This is an optimization exercise on Yosys and OpenROAD, whose aim is small area, not a production implementation. The RTL was checked by simulation tests, not by an equivalence proof against the original design. The clock port is modelled as an ideal driver; clocking choices that lean on that would not hold on a real chip. Power and IR drop assume default switching activity.

==> module btncore_debounce, before the edit <==
module btncore_debounce (
    input  wire clk,
    input  wire rst,
    input  wire btn_n,
    input  wire service,
    output wire is_debouncing,
    output wire due
);
    localparam [5:0] DB_LOAD = 6'b001010;
    localparam [5:0] DB_POL  = 6'b101010;
    reg  [5:0] t;
    reg        prev_n;
    wire [5:0] s = t ^ DB_POL;
    assign is_debouncing = |s;
    assign due = ~s[4] & ~s[3] & ~s[2] & (s[5] ^ s[0]);
    wire accept = prev_n & ~btn_n & ~is_debouncing;
    wire [5:0] nxt = (rst | service) ? 6'd0 :
                     accept          ? DB_LOAD :
                     {s[4:0], s[5] ^ s[4]};
    always @(posedge clk) begin
        prev_n <= btn_n;
        t      <= nxt ^ DB_POL;
    end
endmodule
export LEC_CHECK = 0
export CAP_MARGIN = 20
export CORE_MARGIN = 2
export CORE_UTILIZATION = 40
export SLEW_MARGIN = 20
create_clock -name core_clock -period 10.0 [get_ports {clk}]
standard.sh (not shown) runs the stock make flow with config.mk's settings and CLKGATE_MAP_FILE= SYNTH_SCRIPT=/design/flow/synth_recipe.tcl, a recipe that flattens the netlist after the stock synthesis.
==> flow/flow/run.sh <==
#!/bin/bash
# The standard layout (standard.sh, synth_recipe.tcl unchanged) with these
# settings changed:
#  - ABC maps the logic with an area-oriented script (flow/abc_area.script)
#    instead of ORFS's speed script: the design has 5 ns of slack to spare;
#  - the smallest buffer (buf_1) on every port;
#  - clock tree synthesis without dummy loads, and afterwards each clock
#    buffer is downsized as far as the clock-pin slew allows
#    (flow/downsize_clk.tcl, run as ORFS's POST_CTS_TCL hook).
# Registers are mapped before ABC runs, so they are the standard synthesis's.
set -euo pipefail
W=$PWD
cat > "$W/flow_synth.tcl" <<EOF
# ORFS's synthesis through synth_recipe.tcl, with ABC's -script replaced.
proc abc {args} {
  set i [lsearch -exact \$args -script]
  if {\$i >= 0} { lset args [expr {\$i + 1}] $W/flow/abc_area.script }
  yosys abc {*}\$args
}
source $W/synth_recipe.tcl
EOF
bash standard.sh "SYNTH_SCRIPT=$W/flow_synth.tcl" "ADDER_MAP_FILE=" \
  "BUFFER_PORTS_ARGS=-buffer_cell sky130_fd_sc_hd__buf_1" \
  "CTS_ARGS=-sink_clustering_enable -repair_clock_nets -dont_use_dummy_load" \
  "POST_CTS_TCL=$W/flow/downsize_clk.tcl" \
  finish > standard.log 2>&1
==> flow/flow/abc_area.script <==
strash
dch -f
amap -m
==> flow/flow/downsize_clk.tcl <==
proc dsc_max_clk_slew {} {
  set mx 0
  foreach p [get_pins -hierarchical */CLK] {
    foreach e {rise fall} {
      set s [get_property $p slew_max_$e]
      if {$s > $mx} { set mx $s }
    }
  }
  return $mx
}
set dsc_target 0.110
set dsc_sizes {sky130_fd_sc_hd__clkbuf_1 sky130_fd_sc_hd__clkbuf_2 sky130_fd_sc_hd__clkbuf_4 sky130_fd_sc_hd__clkbuf_8 sky130_fd_sc_hd__clkbuf_16}
estimate_parasitics -placement
puts "clock buffer downsizing: max clock pin slew [dsc_max_clk_slew] before"
foreach inst [[ord::get_db_block] getInsts] {
  set m [[$inst getMaster] getName]
  if {[lsearch -exact $dsc_sizes $m] < 0} { continue }
  set orig $m
  foreach cand $dsc_sizes {
    if {$cand eq $orig} { break }
    replace_cell [get_cells [$inst getName]] [get_lib_cells $cand]
    estimate_parasitics -placement
    if {[dsc_max_clk_slew] <= $dsc_target} { break }
    replace_cell [get_cells [$inst getName]] [get_lib_cells $orig]
    estimate_parasitics -placement
  }
  puts "clock buffer [$inst getName]: $orig -> [[$inst getMaster] getName]"
}
puts "clock buffer downsizing: max clock pin slew [dsc_max_clk_slew] after"
Next try:
--- a/flow/design.v
+++ b/flow/design.v
@@ -1,27 +1,29 @@
 module btncore_debounce (
     input  wire clk,
     input  wire rst,
     input  wire btn_n,
     input  wire service,
-    output wire is_debouncing,
+    output reg  is_debouncing,
     output wire due
 );
-    localparam [5:0] DB_LOAD = 6'b001010;
+    localparam [5:0] DB_LOAD = 6'b110011;
     localparam [5:0] DB_POL  = 6'b101010;
-    reg  [5:0] t;
+    reg  [5:0] cnt;
     reg        prev_n;
-    wire [5:0] s = t ^ DB_POL;
-    assign is_debouncing = |s;
-    assign due = ~s[4] & ~s[3] & ~s[2] & (s[5] ^ s[0]);
+    wire [5:0] s = cnt ^ DB_POL;
     wire accept = prev_n & ~btn_n & ~is_debouncing;
-    wire [5:0] nxt = (rst | service) ? 6'd0 :
-                     accept          ? DB_LOAD :
-                     {s[4:0], s[5] ^ s[4]};
+    assign due = is_debouncing & (s[5:1] == 5'd0);
     always @(posedge clk) begin
         prev_n <= btn_n;
-        t      <= nxt ^ DB_POL;
+        cnt    <= (accept ? DB_LOAD : {s[4:0], ~(s[5] ^ s[4])}) ^ DB_POL;
+        if (rst)
+            is_debouncing <= 1'b0;
+        else if (accept)
+            is_debouncing <= 1'b1;
+        else if (service)
+            is_debouncing <= 1'b0;
     end
 endmodule
 module btncore_glyph (
     input  wire [3:0]  d,
     output wire [24:0] glyph
Core utilization goes up by 0.18 points.
Worst setup slack is worse by 0.11 ns.
Design area climbs slightly.
Clock power hardly moves.
Synthesized cell count drops slightly.
Non-clock buffer count went up by 2.

## re-timing with driven ports
In the flow no input, the clock included, has a driving cell. The finished layouts below were timed again as built, in two steps.
Step 1: set_driving_cell puts a clkbuf_16 on clk and a buf_2 on each other input, an assumption about the parent block.
Step 2 times the ports against the registers' clock, not the clock port: input delays grow and output delays shrink by t, the midpoint of the rising clock arrivals with the driver on.
Slacks: ideal / step 1 / step 2; pairs: ideal / step 1.
run	shift t [ns]	setup WS [ns]	worst setup path at the end	slew at the worst register clock pin (ns)	cell pins on the clock port's net
the first run	0.757	5.459 / 5.431 / 6.130	input to register	0.10 / 0.10	1
the second run	0.787	5.348 / 5.323 / 6.110	register to output	0.10 / 0.10	1
After both steps every run listed still meets setup and hold.
